From an optimization exercise on the open Yosys and OpenROAD flow, aimed at small area, a short achievable clock period and few clock cycles; shortcuts taken in it are not production practice.
No functional check of the RTL was part of any run shown here.
No activity file was given, so power comes from the tool's default toggle rates.

==> design.v <==
module dbc3_comp (
    input  wire        clk,
    input  wire        rst,
    input  wire        cfg_we,
    input  wire [5:0]  cfg_addr,
    input  wire [15:0] cfg_data,
    input  wire        start,
    output wire        ready,
    output reg         done,
    output reg  [1:0]  prio_oor,
    output wire        mem_req,
    output wire [2:0]  mem_layer,
    output wire [17:0] mem_addr,
    input  wire        mem_gnt,
    input  wire [7:0]  mem_rdata,
    output wire        fb_valid,
    input  wire        fb_ready,
    output wire [8:0]  fb_x,
    output wire [8:0]  fb_y,
    output wire [15:0] fb_data
);
    localparam RB = 3;                
    localparam NR = 8;                
    reg [8:0]  scroll     [0:15];    
    reg [15:0] pal_base   [0:7];
    reg [7:0]  pal_mask   [0:7];
    reg [7:0]  trans_pen  [0:7];
    reg [7:0]  trans_mask [0:7];
    reg [7:0]  layer_en;
    reg [4:0]  pri0, pri1;           
    reg        oor0, oor1;           
    reg [15:0] bg_color;
    reg [8:0]  fb_w_m1, fb_h_m1;
    always @(posedge clk) begin
        if (cfg_we) begin
            case (cfg_addr[5:3])
                3'd0, 3'd1: scroll[cfg_addr[3:0]] <= cfg_data[8:0];
                3'd2: pal_base[cfg_addr[2:0]]   <= cfg_data;
                3'd3: pal_mask[cfg_addr[2:0]]   <= cfg_data[7:0];
                3'd4: trans_pen[cfg_addr[2:0]]  <= cfg_data[7:0];
                3'd5: trans_mask[cfg_addr[2:0]] <= cfg_data[7:0];
                3'd6: begin
                    case (cfg_addr[2:0])
                        3'd0: layer_en  <= cfg_data[7:0];
                        3'd1: begin
                            oor0 <= cfg_data[7:0] > 8'd23;
                            pri0 <= (cfg_data[7:0] > 8'd23) ? 5'd0 : cfg_data[4:0];
                        end
                        3'd2: begin
                            oor1 <= cfg_data[7:0] > 8'd23;
                            pri1 <= (cfg_data[7:0] > 8'd23) ? 5'd0 : cfg_data[4:0];
                        end
                        3'd3: bg_color  <= cfg_data;
                        3'd4: fb_w_m1   <= cfg_data[8:0];
                        3'd5: fb_h_m1   <= cfg_data[8:0];
                        default: ;
                    endcase
                end
                default: ;
            endcase
        end
    end
    function [7:0] pri_row;       
        input [4:0] p;
        begin
            case (p)
                5'd0:  pri_row = {2'd3, 2'd2, 2'd1, 2'd0};
                5'd1:  pri_row = {2'd2, 2'd3, 2'd1, 2'd0};
                5'd2:  pri_row = {2'd3, 2'd1, 2'd2, 2'd0};
                5'd3:  pri_row = {2'd1, 2'd3, 2'd2, 2'd0};
                5'd4:  pri_row = {2'd2, 2'd1, 2'd3, 2'd0};
                5'd5:  pri_row = {2'd1, 2'd2, 2'd3, 2'd0};
                5'd6:  pri_row = {2'd3, 2'd2, 2'd0, 2'd1};
                5'd7:  pri_row = {2'd2, 2'd3, 2'd0, 2'd1};
                5'd8:  pri_row = {2'd3, 2'd0, 2'd2, 2'd1};
                5'd9:  pri_row = {2'd0, 2'd3, 2'd2, 2'd1};
                5'd10: pri_row = {2'd2, 2'd0, 2'd3, 2'd1};
                5'd11: pri_row = {2'd0, 2'd2, 2'd3, 2'd1};
                5'd12: pri_row = {2'd3, 2'd1, 2'd0, 2'd2};
                5'd13: pri_row = {2'd1, 2'd3, 2'd0, 2'd2};
                5'd14: pri_row = {2'd3, 2'd0, 2'd1, 2'd2};
                5'd15: pri_row = {2'd0, 2'd3, 2'd1, 2'd2};
                5'd16: pri_row = {2'd1, 2'd0, 2'd3, 2'd2};
                5'd17: pri_row = {2'd0, 2'd1, 2'd3, 2'd2};
                5'd18: pri_row = {2'd2, 2'd1, 2'd0, 2'd3};
                5'd19: pri_row = {2'd1, 2'd2, 2'd0, 2'd3};
                5'd20: pri_row = {2'd2, 2'd0, 2'd1, 2'd3};
                5'd21: pri_row = {2'd0, 2'd2, 2'd1, 2'd3};
                5'd22: pri_row = {2'd1, 2'd0, 2'd2, 2'd3};
                default: pri_row = {2'd0, 2'd1, 2'd2, 2'd3};
            endcase
        end
    endfunction
    reg        running;           
    reg        building;          
    reg        go;                
    reg        list_ok;           
    reg [3:0]  bpos;              
    reg        bf1, bf2;          
    reg [2:0]  bl;                
    reg        bv;                
    reg [3:0]  ncnt;              
    reg [2:0]  list [0:7];
    reg [8:0]  sx0, sy0;          
    assign ready = !running;
    wire       b_grp  = ~bpos[2];
    wire       b_en   = layer_en[bl] && bv;
    wire [7:0] b_row  = b_grp ? pri_row(pri1) : pri_row(pri0);
    wire [1:0] b_sub  = b_row >> {bpos[1:0], 1'b0};
    wire [2:0] b_lay  = {b_grp, b_sub};
    wire [2:0] nm1    = ncnt[2:0] - 3'd1;
    wire       any_en = (ncnt != 4'd0);
    reg [8:0]    cx, cy;
    reg [RB-1:0] ctag;
    reg          call;            
    reg          vi, qi;
    reg [8:0]    xi, yi;
    reg [RB-1:0] ti;
    reg [2:0]    ji, li, ni;      
    reg [17:0]   ai;
    reg          va, qa, ga;
    reg [8:0]    xa, ya;
    reg [RB-1:0] ta;
    reg [2:0]    ja, la, na;
    reg          vd, qd, gd;
    reg [8:0]    xd, yd;
    reg [RB-1:0] td;
    reg [2:0]    jd, ld, nd;
    reg [17:0]   cd;              
    reg          visd;            
    reg [7:0]    rd;              
    assign mem_req   = vi && qi;
    assign mem_layer = li;
    assign mem_addr  = ai;
    wire [8:0] ssx   = scroll[{na[2], 1'b0, na[1:0]}];
    wire [8:0] ssy   = scroll[{na[2], 1'b1, na[1:0]}];
    reg [NR-1:0] busy, fin;
    reg [11:0]   rob [0:NR-1];
    reg [RB-1:0] otag;
    wire       vis   = ((mem_rdata & trans_mask[la]) != trans_pen[la]) && any_en;
    wire       last  = (jd == nm1);
    wire       dfin  = vd && qd && gd && (visd || last);
    wire       free  = !vd || dfin;
    wire       claim = free && go && !call && !busy[ctag];
    wire [2:0] jd2   = jd + 3'd2;
    reg        fbv;
    reg [15:0] fbd;
    reg [8:0]  ox, oy;
    assign fb_valid = fbv;
    assign fb_data  = fbd;
    assign fb_x     = ox;
    assign fb_y     = oy;
    wire [11:0] head  = rob[otag];
    wire        xfer  = fbv && fb_ready;
    wire        load  = running && fin[otag] && (!fbv || fb_ready);
    wire        lastp = (ox == fb_w_m1) && (oy == fb_h_m1);
    always @(posedge clk) begin
        if (cfg_we)
            list_ok <= 1'b0;
        if (rst) begin
            running <= 1'b0;
            building <= 1'b0;
            bv      <= 1'b0;
            go      <= 1'b0;
            list_ok <= 1'b0;
            done    <= 1'b0;
            vi      <= 1'b0;
            va      <= 1'b0;
            vd      <= 1'b0;
            fbv     <= 1'b0;
            busy    <= {NR{1'b0}};
            fin     <= {NR{1'b0}};
        end else begin
            done <= 1'b0;
            if (!running) begin
                if (start) begin
                    running  <= 1'b1;
                    prio_oor <= {oor1, oor0};
                    building <= !list_ok;
                    go       <= list_ok;
                    bpos     <= 4'd0;
                    if (!list_ok)
                        ncnt <= 4'd0;
                    cx       <= 9'd0;
                    cy       <= 9'd0;
                    ctag     <= {RB{1'b0}};
                    call     <= 1'b0;
                    otag     <= {RB{1'b0}};
                    ox       <= 9'd0;
                    oy       <= 9'd0;
                end
            end
            bl  <= b_lay;
            bv  <= building && !bpos[3];
            bf1 <= b_en && (ncnt == 4'd0);
            bf2 <= bf1;
            if (bf2) begin
                sx0 <= ssx;
                sy0 <= ssy;
            end
            if (b_en) begin
                list[ncnt[2:0]] <= bl;
                ncnt <= ncnt + 4'd1;
            end
            if (building) begin
                bpos <= bpos + 4'd1;
                if (bpos == 4'd10) begin
                    building <= 1'b0;
                    list_ok  <= 1'b1;
                    go       <= 1'b1;
                end
            end
            if (free)
                vi <= claim;
            else
                vi <= 1'b1;
            va <= vi;
            vd <= va;
            if (dfin) begin
                rob[td] <= {visd, ld, rd};
                fin[td] <= 1'b1;
            end
            if (claim) begin
                busy[ctag] <= 1'b1;
                ctag <= (ctag == NR - 1) ? {RB{1'b0}} : ctag + 1'b1;
                if (cx == fb_w_m1) begin
                    cx <= 9'd0;
                    cy <= cy + 9'd1;
                    if (cy == fb_h_m1)
                        call <= 1'b1;
                end else begin
                    cx <= cx + 9'd1;
                end
            end
            if (xfer) begin
                if (ox == fb_w_m1) begin
                    ox <= 9'd0;
                    oy <= oy + 9'd1;
                end else begin
                    ox <= ox + 9'd1;
                end
            end
            if (load) begin
                fbv <= 1'b1;
                fbd <= head[11] ? ({8'd0, head[7:0] & pal_mask[head[10:8]]} | pal_base[head[10:8]])
                                : bg_color;
                busy[otag] <= 1'b0;
                fin[otag]  <= 1'b0;
                otag <= (otag == NR - 1) ? {RB{1'b0}} : otag + 1'b1;
            end else if (xfer) begin
                fbv <= 1'b0;
            end
            if (xfer && lastp) begin
                done    <= 1'b1;
                running <= 1'b0;
                go      <= 1'b0;
            end
        end
    end
    always @(posedge clk) begin
        qa <= qi;
        ga <= mem_gnt;
        xa <= xi;
        ya <= yi;
        ta <= ti;
        ja <= ji;
        la <= li;
        na <= ni;
        qd <= qa;
        gd <= ga;
        xd <= xa;
        yd <= ya;
        td <= ta;
        jd <= ja;
        ld <= la;
        nd <= na;
        cd <= {ya + ssy, xa + ssx};
        visd <= vis;
        rd <= mem_rdata;
        if (free) begin
            qi <= 1'b1;
            xi <= cx;
            yi <= cy;
            ti <= ctag;
            ji <= 3'd0;
            li <= list[0];
            ni <= building ? bl : list[1];
            ai <= {cy + sy0, cx + sx0};
        end else if (gd || !qd) begin
            qi <= 1'b1;
            xi <= xd;
            yi <= yd;
            ti <= td;
            ji <= jd + 3'd1;
            li <= nd;
            ni <= list[jd2];
            ai <= cd;
        end else begin
            qi <= 1'b0;
            xi <= xd;
            yi <= yd;
            ti <= td;
            ji <= jd - 3'd1;
            li <= nd;
            ni <= ld;
            ai <= cd;
        end
    end
endmodule
==> run.sh <==
#!/bin/bash
# synth_recipe.tcl (not shown) runs the flow's synth.tcl, then flattens the netlist and writes it again
# the make line also repeats each setting of config.mk as NAME=value (left out here)
make -C /OpenROAD-flow-scripts/flow DESIGN_CONFIG=/design/flow/config.mk WORK_HOME=/design/flow/orfs CLKGATE_MAP_FILE= SYNTH_SCRIPT=/design/flow/synth_recipe.tcl finish
==> config.mk <==
export PLATFORM = sky130hd
export DESIGN_NAME = dbc3_comp
export DESIGN_NICKNAME = dbc3_comp
export VERILOG_FILES = /design/flow/design.v
export SDC_FILE = /design/flow/constraint.sdc
export NUM_CORES = 4
export LEC_CHECK = 0
export CAP_MARGIN = 20
export CORE_MARGIN = 2
export CORE_UTILIZATION = 40
export PLACE_DENSITY = 0.6
export SETUP_SLACK_MARGIN = 5.0
export SLEW_MARGIN = 20
==> constraint.sdc <==
create_clock -name core_clock -period 8.0 [get_ports {clk}]
set_input_delay 1.6000 -clock core_clock [delete_from_list [all_inputs] [get_ports {clk}]]
set_output_delay 1.6000 -clock core_clock [all_outputs]
set_load 0.01 [all_outputs]
==> impl_metrics.json, run 1 <==
{
  "ir_drop_uv": 163.8,
  "crit_type": "in2reg",
  "tritoncts": "done",
  "cts.clk_slew.worst_paths_ps": 60,
  "dp_cells": 3481,
  "synthesis.instances": 2263,
  "layout.nets": 2641,
  "final-instance-count-excl-fill": 3786,
  "drc_errors": 0,
  "placement.io_buffers": 96,
  "master_of_the_slowest_instance_on_the_critical_path": "mux4_2",
  "drt_iter0_markers": 1711,
  "synth_edf_count": 730,
  "yosysWarnings": 1,
  "relSlewSlack_pct": 32.41,
  "ant_nets": 0,
  "drt_pass1_iterations": 6,
  "postSynthRegisterBits": 915,
  "skew_ps": 46.40,
  "globalRouteTotalUtil_pct": 18.90,
  "initial_core_util_pct": 40.22,
  "cts.sink_count": 915,
  "min_period_ps": 3059,
  "timing_worst_slew_pin_value_ps": 1010,
  "finalSetupViolCount": 0,
  "wire_per_inst_um": 23.65,
  "post_synth_instance_area_sq_um": 36090,
  "cts_inserted_buffers": 95,
  "hp-class": "reg2reg",
  "pre_cts_ws_ps": 2976,
  "route.final.wire_length_um": 89550,
  "first_pass_grt_wire_length_um": 131000,
  "globalRoute.totalOverflow": 0,
  "setup_total_negative_slack_ps": 0,
  "core_region_sq_um": 89740,
  "route.vias.total": 20260,
  "die_width_um": 304.4,
  "worst-path-max-fanout": 8,
  "synthTopCellsByCount": "edfxtp_1 (730), dfxtp_1 (185), nand2_1 (180)",
  "arrival_ps": 3650,
  "maxCapViolations": 0,
  "worst_skew_pair.late_latency_ps": 680,
  "detail_route.vias_per_cell": 5.350,
  "report.power.total_uw": 10270,
  "final_critical_path_setup_slack_ps": 4941,
  "run_status": "complete, no violations",
  "required_ps": 8590,
  "worstPathCellList": "buf_6, or3b_4, nor2_4, mux2_4, inv_2, ha_1, inv_1, mux4_2, o22ai_2",
  "cp-start-kind": "primary input",
  "postLayoutCoreUtil_pct": 48.89,
  "placement_rows": 110,
  "synth_seq_area_share_pct": 71.00,
  "maximum_level_of_the_cts_h_tree": 3,
  "pin_count_of_the_biggest_net_entering_global_routing": 66,
  "layout-area-overhead-vs-synth_pct": 21.55,
  "root_buffer": "clkbuf_16",
  "yosysTopAreaCell": "edfxtp_1",
  "die-area_sq_um": 92650,
  "synth_cell_type_count": 63,
  "async_reset_ff_share_pct": 0,
  "half_perimeter_wire_length_after_detailed_placement_um": 52380,
  "timing.final.hold_violations": 0,
  "maxClockFrequency_mhz": 326.9,
  "grt_setup_unrepaired": "yes",
  "synth_top_flop_cell": "edfxtp_1",
  "synth_top_area_share_pct": 60.74,
  "synthTopCellsByArea": "edfxtp_1 (61%), dfxtp_1 (10%), mux4_2 (6.2%), mux2i_1 (3.0%), ha_1 (2.6%)",
  "die-height_um": 304.4,
  "endpoint_kind": "flop",
  "hold_buffers": 0,
  "drv_slew": 0,
  "p_leak_uw": 0.01535,
  "antenna_found_initial": 5,
  "timing.final.crit_share_pct": 38.24,
  "place.gp.congestion": 0.8052,
  "final_layout_size_suffix_gt1_share_pct": 23.51,
  "critical_path.max_stage_delay_ps": 480,
  "synthesis.area_per_instance_sq_um": 15.95,
  "ios": 97,
  "via_count_of_the_first_global_routing_pass": 20490,
  "most_repeated_cell_in_the_gate_level_netlist_after_synthesis": "edfxtp_1",
  "power_density_nw_per_um2": 234.1,
  "cts.path.max_buffers": 3,
  "synth.net_count": 2378
}
final cells by class:
type                       instances  area, sq um
clock inverter                    47        476.7
inverter                          53        207.7
timing repair buffer             247         2723
multi-input combinational       1213        10740
fill                            7516        45870
tap                             1176         1471
timing repair inverter             1        7.507
antenna                            3        7.507
sequential                       915        25640
clock buffer                     131         2592
cell families (layout without fill, tap and decap cells):
group	after synthesis	after routing	share of synthesized area [%]
fa+ha+maj	79	79	2.843
mux	259	259	10.83
compound gates	296	297	5.183
flops	915	915	71.00
simple gates	482	482	6.091
buf+inv	136	479	1.605
xor+xnor	96	96	2.451
other cells	0	3	0
final timing paths:
check / from / to / slack [ps] / cells after the start
setup / recovery: cfg_addr[2] / flop / 4940 / 9
hold / removal: yi[0] / ya[0] / 330 / 0
setup reg to reg: na[0] / cd[15] / 5030 / 13
hold reg to reg: yi[0] / ya[0] / 330 / 0
critical path: cells and delay by family:
| kind | cells | cell delay, ps |
|---|---|---|
| mux | 2 | 860 |
| buf+inv | 3 | 270 |
| compound gates | 1 | 170 |
| simple gates | 2 | 610 |
| fa+ha+maj | 1 | 150 |
cells in the final DEF, fill, tap and decap left out, types with 16 or more instances in the layout:
cell,count
buf_12,24
dfxtp_1,177
edfxtp_1,730
nor2_2,16
inv_1,47
mux2i_1,98
o21ai_0,43
buf_4,104
xnor2_1,48
a211oi_1,31
mux4_2,100
a21oi_1,90
dlygate4sd2_1,40
nand2_1,175
xor2_1,44
nand3_1,28
clkdlybuf4s50_1,19
nor2_4,43
ha_1,65
nor2b_1,27
clkbuf_16,98
clkbuf_1,28
mux2_2,38
nor2_1,84
registers in the layout (all words and copies together), names as in the netlist, 16 cells and up, named ones only:
| signal | cells |
|---|---|
| ai | 18 |
| bg_color | 16 |
| cd | 18 |
| fbd | 16 |
| list | 24 |
| pal_base | 128 |
| pal_mask | 64 |
| rob | 96 |
| scroll | 144 |
| trans_mask | 64 |
| trans_pen | 64 |
repair_timing:
action | in CTS | in global routing
buffers inserted | 76 | 30
gates cloned | 15 | 3
endpoints found under the setup margin | 703 | 342
pin swaps | 21 | 29
gates resized for setup | 270 | 84
hold endpoints to repair | 0 | 0
report_power, final:
part	switching [uW]	internal (uW)	total [uW]
clock network	1850	2480	4320
registers	64.2	5230	5300
logic	360	287	648
total	2270	8000	10300
per-stage QoR:
step	hold slack (ps)	instance area, sq um
detailed placement	312.1	38550
CTS	326.0	43240
floorplan	309.6	36350
finish	325.1	43870
global route	331.1	43860
global placement	310.8	38530
layer usage:
layer	vias up	GRT usage (%)	wire length, um
met2	594	31.19	43600
met4	0	4.858	1424
met5	-	0	0
li1	9169	-	-
met3	102	2.800	5330
met1	10390	26.29	39190
==> run 2: changes to the inputs <==
--- a/config.mk
+++ b/config.mk
@@ -9,4 +9,5 @@
 export CORE_MARGIN = 2
 export CORE_UTILIZATION = 40
+export CTS_BUF_LIST = sky130_fd_sc_hd__clkbuf_4 sky130_fd_sc_hd__clkbuf_8
 export PLACE_DENSITY = 0.6
 export SETUP_SLACK_MARGIN = 5.0
==> impl_metrics.json, run 2 <==
{
  "yosysTopAreaCell": "edfxtp_1",
  "drt_pass1_iterations": 5,
  "synthesis.area_per_instance_sq_um": 15.95,
  "min_period_ps": 3213,
  "globalRoute.totalOverflow": 0,
  "required_ps": 8390,
  "synth.area.mux_share_pct": 10.83,
  "yosysWarnings": 1,
  "hold_buffers": 0,
  "synth_cell_type_count": 63,
  "via_count_of_the_first_global_routing_pass": 20650,
  "ios": 97,
  "first_pass_grt_wire_length_um": 128200,
  "timing.final.crit_share_pct": 40.17,
  "multiInputGateArea_sq_um": 10420,
  "pre_cts_ws_ps": 2976,
  "route.vias.total": 20430,
  "die-height_um": 304.4,
  "most_repeated_cell_in_the_gate_level_netlist_after_synthesis": "edfxtp_1",
  "timing.final.hold_violations": 0,
  "placement.io_buffers": 96,
  "final_cell_mix": "edfxtp_1 (730), nand2_1 (179), dfxtp_1 (174)",
  "core_region_sq_um": 89740,
  "run_status": "complete, no violations",
  "die_width_um": 304.4,
  "drt_iter0_markers": 1803,
  "placement_rows": 110,
  "worst_skew_pair.late_latency_ps": 820,
  "synth_seq_area_share_pct": 71.00,
  "main_combinational_cell_family_by_area_after_synthesis": "multiplexers",
  "drc_errors": 0,
  "synthTopCellsByArea": "edfxtp_1 (61%), dfxtp_1 (10%), mux4_2 (6.2%), mux2i_1 (3.0%), ha_1 (2.6%)",
  "globalRouteTotalUtil_pct": 18.55,
  "crit_type": "in2reg",
  "post_synth_instance_area_sq_um": 36090,
  "maximum_level_of_the_cts_h_tree": 4,
  "critical_path.max_stage_delay_ps": 1080,
  "synthTopCellsByCount": "edfxtp_1 (730), dfxtp_1 (185), nand2_1 (180)",
  "cts.sink_count": 915,
  "antenna_found_initial": 4,
  "hp-start": "yi[0]",
  "skew_ps": 44.82,
  "timing_worst_slew_pin_value_ps": 1181,
  "route.final.wire_length_um": 89000,
  "half_perimeter_wire_length_after_detailed_placement_um": 52380,
  "largest_register_ff_count": 144,
  "async_reset_ff_share_pct": 0,
  "finalSetupViolCount": 0,
  "worst-path-max-fanout": 8,
  "worstPathCellList": "dlygate4sd2_1, nor2b_1, nand3_1, nor2_1",
  "cts_inserted_buffers": 149,
  "power_density_nw_per_um2": 233.2,
  "synth_edf_count": 730,
  "grt_setup_unrepaired": "yes",
  "tritoncts": "done",
  "worst_setup_path_startpoint": "cfg_addr[5]",
  "synthesis.instances": 2263,
  "area.sequential_sq_um": 25650,
  "die-area_sq_um": 92650,
  "layout.nets": 2674,
  "arrival_ps": 3600,
  "relSlewSlack_pct": 20.97,
  "place.gp.congestion": 0.8052,
  "leading_cell_type_in_the_layout_fill_and_taps_excluded": "edfxtp_1",
  "setup_total_negative_slack_ps": 0,
  "hp-class": "reg2reg",
  "initial_core_util_pct": 40.22,
  "ant_nets": 0,
  "master_of_the_slowest_instance_on_the_critical_path": "nor2_1",
  "final-instance-count-excl-fill": 3862,
  "report.power.total_uw": 10050,
  "final_layout_size_suffix_gt1_share_pct": 27.10,
  "synth.net_count": 2378,
  "synth_top_area_share_pct": 60.74,
  "wire_per_inst_um": 23.05,
  "synth-xor-area-share_pct": 2.451,
  "cp-start-kind": "primary input",
  "cts.clk_slew.worst_paths_ps": 50,
  "synth_fa_ha_area_share_pct": 2.843,
  "dp_cells": 3481,
  "maxClockFrequency_mhz": 311.2,
  "cts.path.max_buffers": 3,
  "drv_slew": 0,
  "fill_cells": 7668,
  "synth_top_flop_cell": "edfxtp_1",
  "synth-compound-area-share_pct": 5.183,
  "pin_count_of_the_biggest_net_entering_global_routing": 66,
  "yosys.area_share.simple_pct": 6.091,
  "ir_drop_uv": 158.1,
  "maxCapViolations": 0,
  "detail_route.vias_per_cell": 5.289,
  "layout-area-overhead-vs-synth_pct": 19.46,
  "final_critical_path_setup_slack_ps": 4787,
  "root_buffer": "clkbuf_8",
  "endpoint_kind": "flop",
  "p_leak_uw": 0.01523,
  "postSynthRegisterBits": 915
}
[run 2: cell counts after synthesis]
Identical to the previous run, type by type.
[run 2: final cells by class]
class | count | share of cell area, %
Clock buffer | 224 | 6.324
Timing Repair Buffer | 226 | 5.230
Inverter | 53 | 0.4876
Timing Repair inverter | 1 | 0.01741
Clock inverter | 51 | 0.8532
Sequential cell | 915 | 59.49
Tap cell | 1176 | 3.413
Antenna cell | 3 | 0.01741
Multi-Input combinational cell | 1213 | 24.17
[run 2: cells by family (layout without fill, tap and decap cells)]
kind of cell             after synthesis  count (layout)
adder cells (fa/ha/maj)               79              79
AND/OR/NAND/NOR                      482             482
other                                  0               3
buffers and inverters                136             555
XOR/XNOR                              96              96
multiplexers                         259             259
flip-flops                           915             915
AO/OA/AOI/OAI                        296             297
[run 2: power by group]
part,switching (uW),internal [uW]
clock,1890,2240
sequential,63.1,5240
combinational,354,268
total,2310,7750
[run 2: worst max-delay path, delay by kind of cell]
| kind | cells | cell delay (ps) |
|---|---|---|
| buffers and inverters | 1 | 280 |
| AND/OR/NAND/NOR | 3 | 1710 |
[run 2: final timing paths]
kind	cells past startpoint	endpoint	slack, ps
worst max-delay path	4	pal_mask[6][7]	4790
worst min-delay path	0	ya[0]	310
worst max register to register	5	fbd[6]	5030
worst min register to register	0	ya[0]	310
[run 2: per-stage QoR]
step	instance area, sq um	hold WS [ps]	util [%]
final	43110	307.9	48.04
after global routing	43110	320.2	48.04
after CTS	42310	319.2	47.15
after detailed placement	38550	312.1	42.95
after global placement	38530	310.8	42.94
after floorplan	36350	309.6	-
[run 2: metal layers]
metal | routed length (um) | vias up | global-route usage [%] | part of all wire, %
met2 | 42240 | 717 | 29.69 | 47
met4 | 1764 | 2 | 5.791 | 2.0
met3 | 6719 | 131 | 4.220 | 7.5
met5 | 13 | - | 0 | 0.015
met1 | 38270 | 10330 | 25.23 | 43
li1 | - | 9243 | - | -
[run 2: repair_timing]
item	in CTS	in global routing
setup endpoints to repair	632	471
resized for setup	339	74
buffers inserted	51	36
cloned	7	9
pin swaps	14	24
==> run 3: changes to the inputs <==
--- a/design.v
+++ b/design.v
@@ -21,5 +21,5 @@
 );
     localparam RB = 3;                
-    localparam NR = 8;                
+    localparam NR = 6;                
     reg [8:0]  scroll     [0:15];    
     reg [15:0] pal_base   [0:7];
@@ -106,5 +106,5 @@
     wire       b_grp  = ~bpos[2];
     wire       b_en   = layer_en[bl] && bv;
-    wire [7:0] b_row  = b_grp ? pri_row(pri1) : pri_row(pri0);
+    wire [7:0] b_row  = pri_row(b_grp ? pri1 : pri0);
     wire [1:0] b_sub  = b_row >> {bpos[1:0], 1'b0};
     wire [2:0] b_lay  = {b_grp, b_sub};
@@ -112,35 +112,33 @@
     wire       any_en = (ncnt != 4'd0);
     reg [8:0]    cx, cy;
-    reg [RB-1:0] ctag;
+    reg [NR-1:0] ctag;            
     reg          call;            
-    reg          vi, qi;
+    reg          vi, qi;          
     reg [8:0]    xi, yi;
-    reg [RB-1:0] ti;
+    reg [NR-1:0] ti;
     reg [2:0]    ji, li, ni;      
     reg [17:0]   ai;
-    reg          va, qa, ga;
-    reg [8:0]    xa, ya;
-    reg [RB-1:0] ta;
-    reg [2:0]    ja, la, na;
     reg          vd, qd, gd;
     reg [8:0]    xd, yd;
-    reg [RB-1:0] td;
+    reg [NR-1:0] td;
+    reg [7:0]    tmd, tpd;        
     reg [2:0]    jd, ld, nd;
-    reg [17:0]   cd;              
-    reg          visd;            
-    reg [7:0]    rd;              
     assign mem_req   = vi && qi;
     assign mem_layer = li;
     assign mem_addr  = ai;
-    wire [8:0] ssx   = scroll[{na[2], 1'b0, na[1:0]}];
-    wire [8:0] ssy   = scroll[{na[2], 1'b1, na[1:0]}];
-    reg [NR-1:0] busy, fin;
+    wire [8:0] ssx   = scroll[{nd[2], 1'b0, nd[1:0]}];
+    wire [8:0] ssy   = scroll[{nd[2], 1'b1, nd[1:0]}];
+    wire [17:0] cd   = {yd + ssy, xd + ssx};    
+    reg [NR-1:0] fin;
+    integer      k;
+    reg [RB:0]   nfl;             
     reg [11:0]   rob [0:NR-1];
-    reg [RB-1:0] otag;
-    wire       vis   = ((mem_rdata & trans_mask[la]) != trans_pen[la]) && any_en;
-    wire       last  = (jd == nm1);
-    wire       dfin  = vd && qd && gd && (visd || last);
+    reg [NR-1:0] otag;
+    reg [11:0]   head;
+    wire       vis   = ((mem_rdata & tmd) != tpd) && any_en;
+    wire       last  = (jd == nm1) || !any_en;
+    wire       dfin  = vd && qd && gd && (vis || last);
     wire       free  = !vd || dfin;
-    wire       claim = free && go && !call && !busy[ctag];
+    wire       claim = free && go && !call && (nfl != NR);
     wire [2:0] jd2   = jd + 3'd2;
     reg        fbv;
@@ -151,8 +149,14 @@
     assign fb_x     = ox;
     assign fb_y     = oy;
-    wire [11:0] head  = rob[otag];
+    always @(*) begin
+        head = 12'd0;
+        for (k = 0; k < NR; k = k + 1)
+            head = head | (rob[k] & {12{otag[k]}});
+    end
     wire        xfer  = fbv && fb_ready;
-    wire        load  = running && fin[otag] && (!fbv || fb_ready);
+    wire        load  = running && |(fin & otag) && (!fbv || fb_ready);
     wire        lastp = (ox == fb_w_m1) && (oy == fb_h_m1);
+    wire [RB:0] nfl_c = load ? nfl : nfl + 1'b1;
+    wire [RB:0] nfl_n = load ? nfl - 1'b1 : nfl;
     always @(posedge clk) begin
         if (cfg_we)
@@ -166,8 +170,7 @@
             done    <= 1'b0;
             vi      <= 1'b0;
-            va      <= 1'b0;
             vd      <= 1'b0;
             fbv     <= 1'b0;
-            busy    <= {NR{1'b0}};
+            nfl     <= {(RB+1){1'b0}};
             fin     <= {NR{1'b0}};
         end else begin
@@ -184,7 +187,7 @@
                     cx       <= 9'd0;
                     cy       <= 9'd0;
-                    ctag     <= {RB{1'b0}};
+                    ctag     <= {{(NR-1){1'b0}}, 1'b1};
                     call     <= 1'b0;
-                    otag     <= {RB{1'b0}};
+                    otag     <= {{(NR-1){1'b0}}, 1'b1};
                     ox       <= 9'd0;
                     oy       <= 9'd0;
@@ -215,13 +218,14 @@
             else
                 vi <= 1'b1;
-            va <= vi;
-            vd <= va;
+            vd <= vi;
             if (dfin) begin
-                rob[td] <= {visd, ld, rd};
-                fin[td] <= 1'b1;
+                for (k = 0; k < NR; k = k + 1)
+                    if (td[k]) begin
+                        rob[k] <= {vis, ld, mem_rdata};
+                        fin[k] <= 1'b1;
+                    end
             end
             if (claim) begin
-                busy[ctag] <= 1'b1;
-                ctag <= (ctag == NR - 1) ? {RB{1'b0}} : ctag + 1'b1;
+                ctag <= {ctag[NR-2:0], ctag[NR-1]};
                 if (cx == fb_w_m1) begin
                     cx <= 9'd0;
@@ -245,10 +249,12 @@
                 fbd <= head[11] ? ({8'd0, head[7:0] & pal_mask[head[10:8]]} | pal_base[head[10:8]])
                                 : bg_color;
-                busy[otag] <= 1'b0;
-                fin[otag]  <= 1'b0;
-                otag <= (otag == NR - 1) ? {RB{1'b0}} : otag + 1'b1;
+                for (k = 0; k < NR; k = k + 1)
+                    if (otag[k])
+                        fin[k] <= 1'b0;
+                otag <= {otag[NR-2:0], otag[NR-1]};
             end else if (xfer) begin
                 fbv <= 1'b0;
             end
+            nfl <= claim ? nfl_c : nfl_n;
             if (xfer && lastp) begin
                 done    <= 1'b1;
@@ -259,23 +265,14 @@
     end
     always @(posedge clk) begin
-        qa <= qi;
-        ga <= mem_gnt;
-        xa <= xi;
-        ya <= yi;
-        ta <= ti;
-        ja <= ji;
-        la <= li;
-        na <= ni;
-        qd <= qa;
-        gd <= ga;
-        xd <= xa;
-        yd <= ya;
-        td <= ta;
-        jd <= ja;
-        ld <= la;
-        nd <= na;
-        cd <= {ya + ssy, xa + ssx};
-        visd <= vis;
-        rd <= mem_rdata;
+        gd <= mem_gnt;
+        xd <= xi;
+        yd <= yi;
+        td <= ti;
+        tmd <= trans_mask[li];
+        tpd <= trans_pen[li];
+        jd <= ji;
+        ld <= li;
+        nd <= ni;
+        qd <= qi;
         if (free) begin
             qi <= 1'b1;
--- a/config.mk
+++ b/config.mk
@@ -9,5 +9,6 @@
 export CORE_MARGIN = 2
 export CORE_UTILIZATION = 40
-export CTS_BUF_LIST = sky130_fd_sc_hd__clkbuf_4 sky130_fd_sc_hd__clkbuf_8
+export CTS_CLUSTER_DIAMETER = 80
+export CTS_CLUSTER_SIZE = 20
 export PLACE_DENSITY = 0.6
 export SETUP_SLACK_MARGIN = 5.0
==> impl_metrics.json, run 3 <==
{
  "drv_slew": 0,
  "finalHoldWorstSlack_ps": 327.6,
  "comb_power_share_pct": 6.3,
  "synth_top_flop_cell": "edfxtp_1",
  "detail_route.vias_per_cell": 5.459,
  "synthesis.instances": 2185,
  "synthTopCellsByArea": "edfxtp_1 (64%), dfxtp_1 (7.3%), mux4_2 (5.1%), nand2_1 (2.8%), nand3_1 (2.0%)",
  "timing.final.hold_violations": 0,
  "cts.path.max_buffers": 3,
  "worst_skew_pair.late_latency_ps": 620,
  "power_switching_share_pct": 21.84,
  "p_sw_uw": 1757,
  "cp-start-kind": "primary input",
  "die_width_um": 292.4,
  "final_cell_mix": "edfxtp_1 (712), nand2_1 (241), nand3_1 (126)",
  "root_buffer": "clkbuf_16",
  "drt_iter0_markers": 1983,
  "pin_count_of_the_biggest_net_entering_global_routing": 73,
  "leading_cell_type_in_the_layout_fill_and_taps_excluded": "edfxtp_1",
  "share_seq_of_total_power_pct": 60.0,
  "globalRoute.totalOverflow": 0,
  "setup_total_negative_slack_ps": 0,
  "maxClockFrequency_mhz": 314.5,
  "core_region_sq_um": 82240,
  "cts_inserted_buffers": 51,
  "worst-path-max-fanout": 16,
  "placement.io_buffers": 96,
  "synth_seq_area_share_pct": 71.61,
  "synthesis.area_per_instance_sq_um": 15.22,
  "p_leak_uw": 0.01366,
  "async_reset_ff_share_pct": 0,
  "layout.nets": 2510,
  "required_ps": 8320,
  "ir_drop_uv": 165.7,
  "yosysWarnings": 2,
  "timing.final.crit_share_pct": 39.75,
  "initial_core_util_pct": 40.45,
  "hp-class": "reg2reg",
  "route.final.wire_length_um": 82770,
  "route.vias.total": 19260,
  "cts.clk_slew.worst_paths_ps": 80,
  "arrival_ps": 3500,
  "tritoncts": "done",
  "diodes": 0,
  "die-height_um": 292.4,
  "synth_top_area_share_pct": 64.27,
  "finalSetupViolCount": 0,
  "relSlewSlack_pct": 26.94,
  "most_repeated_cell_in_the_gate_level_netlist_after_synthesis": "edfxtp_1",
  "placement_rows": 105,
  "maximum_level_of_the_cts_h_tree": 2,
  "antenna_found_initial": 4,
  "cts.sink_count": 834,
  "ant_nets": 0,
  "power_density_nw_per_um2": 202.6,
  "maxCapViolations": 0,
  "synth.net_count": 2278,
  "largest_register_ff_count": 144,
  "hold_buffers": 0,
  "postSynthRegisterBits": 834,
  "place.gp.congestion": 0.7674,
  "die-area_sq_um": 85490,
  "synth_edf_count": 712,
  "final_layout_size_suffix_gt1_share_pct": 22.54,
  "power.internal_uw": 6289,
  "via_count_of_the_first_global_routing_pass": 19160,
  "yosysTopAreaCell": "edfxtp_1",
  "timing_worst_slew_pin_value_ps": 1094,
  "synthTopCellsByCount": "edfxtp_1 (712), nand2_1 (246), nor2_1 (155)",
  "grt_setup_unrepaired": "yes",
  "run_status": "complete, no violations",
  "post_synth_instance_area_sq_um": 33270,
  "drc_errors": 0,
  "half_perimeter_wire_length_after_detailed_placement_um": 47860,
  "skew_ps": 28.79,
  "layout-area-overhead-vs-synth_pct": 19.41,
  "wire_per_inst_um": 23.46,
  "synth_cell_type_count": 75,
  "drt_pass1_iterations": 8,
  "crit_type": "in2reg",
  "power_frac_clock_pct": 33.7,
  "globalRouteTotalUtil_pct": 19.05,
  "first_pass_grt_wire_length_um": 121500,
  "ios": 97,
  "min_period_ps": 3180,
  "endpoint_kind": "flop"
}
-- run 3: changes by cell type after synthesis, moves of 17 or more --
cell      delta
and3_1      +31
a211oi_1    -17
edfxtp_1    -18
mux4_2      -24
nand2_1     +66
dfxtp_1     -63
nand3_1    +100
a22oi_1     +34
mux2i_1     -89
a21oi_1     -35
ha_1        -22
o21ai_0     -21
-- run 3: final timing paths --
kind	startpoint	end	slack, ps	cells past startpoint
hold / removal	yi[4]	yd[4]	330	0
setup / recovery	cfg_addr[4]	bg_color[14]	4820	5
setup reg to reg	nd[0]	ai[8]	4910	11
hold reg to reg	yi[4]	yd[4]	330	0
-- run 3: area by class of cell --
| type | count | area, sq um |
|---|---|---|
| Inverter | 40 | 156.4 |
| Clock inverter | 9 | 92.59 |
| Multi-Input combinational cell | 1230 | 9991 |
| Timing Repair Buffer | 260 | 2816 |
| Fill cell | 6997 | 42520 |
| Clock buffer | 85 | 1488 |
| Tap cell | 1070 | 1339 |
| Sequential cell | 834 | 23840 |
-- run 3: timing repair --
action,CTS,global route
setup buffers,81,53
gates cloned,12,1
endpoints found under the setup margin,785,682
resized for setup,222,117
pin swaps,24,51
-- run 3: logic make-up after synthesis --
group,share of synthesized area (%)
AO/OA/AOI/OAI,4.668
XOR/XNOR,2.550
adder cells (fa/ha/maj),2.257
buffers and inverters,1.595
flip-flops,71.61
multiplexers,7.917
AND/OR/NAND/NOR,9.399
-- run 3: routing by layer --
| metal | vias to the layer above | GRT usage [%] | part of all wire, % |
|---|---|---|---|
| met2 | 610 | 31.64 | 49 |
| met1 | 9819 | 25.95 | 43 |
| met5 | - | 0 | 0.013 |
| li1 | 8712 | - | - |
| met4 | 2 | 5.553 | 2.6 |
| met3 | 116 | 3.073 | 6.3 |
-- run 3: power by group through the flow --
| stage | Clock (uW) | Combinational, uW | Sequential [uW] |
|---|---|---|---|
| 2_1_floorplan | 0 | 238 | 4920 |
| 4_1_cts | 2770 | 469 | 4830 |
| 5_1_grt | 2930 | 546 | 4840 |
| 3_3_place_gp | 0 | 421 | 4940 |
| 6_report | 2710 | 503 | 4830 |
| 3_5_place_dp | 0 | 429 | 4940 |
-- run 3: worst max-delay path, stage by stage --
cell and delay (ps):
clkdlybuf4s50_1 630, nor2b_1 350, nand3_2 440, nor2_4 260
buf_12 180
-- run 3: metrics by stage --
stage / worst slack (ps) / power (uW) / area [sq um] / std cells / util [%]
floorplan: 4549 / 5155 / 33600 / 2185 / -
global placement: 3322 / 5360 / 35570 / 3287 / 43.25
detailed placement: 3285 / 5369 / 35570 / 3287 / 43.25
CTS: 4601 / 8069 / 38550 / 3474 / 46.88
global route: 4761 / 8309 / 39720 / 3528 / 48.30
finish: 4820 / 8046 / 39720 / 3528 / 48.30

==> port drivers added, routing unchanged <==
The flow's constraints put no driver on any port. The routed layouts listed below were extracted and timed again, unchanged, in two steps. Step 1 assumes that a clkbuf_16 drives the clock port and a buf_2 every other input. Step 2 adds t to the input delays and takes it off the output delays; t is the mean of the earliest and latest rising clock arrival at the registers after step 1. Input paths then give back, and output paths get back, about the clock's delay inside the block. Three values: ideal, step 1, step 2; two values: the first two.
| run | shift t [ns] | setup WS [ns] | worst hold slack (ns) | pins driven straight from the clock port |
|---|---|---|---|---|
| run 1 | 0.716 | 4.941 / 4.965 / 4.249 | 0.325 / 0.325 / 0.325 | 1 |
| run 2 | 0.860 | 4.787 / 4.830 / 3.970 | 0.308 / 0.308 / 0.308 | 1 |
| run 3 | 0.667 | 4.820 / 4.860 / 4.194 | 0.328 / 0.328 / 0.328 | 1 |
After both steps setup and hold are still met in every run listed. For run 2, which loses most, drivers alone change the setup slack by +0.043 ns; drivers and shift together by -0.817 ns.
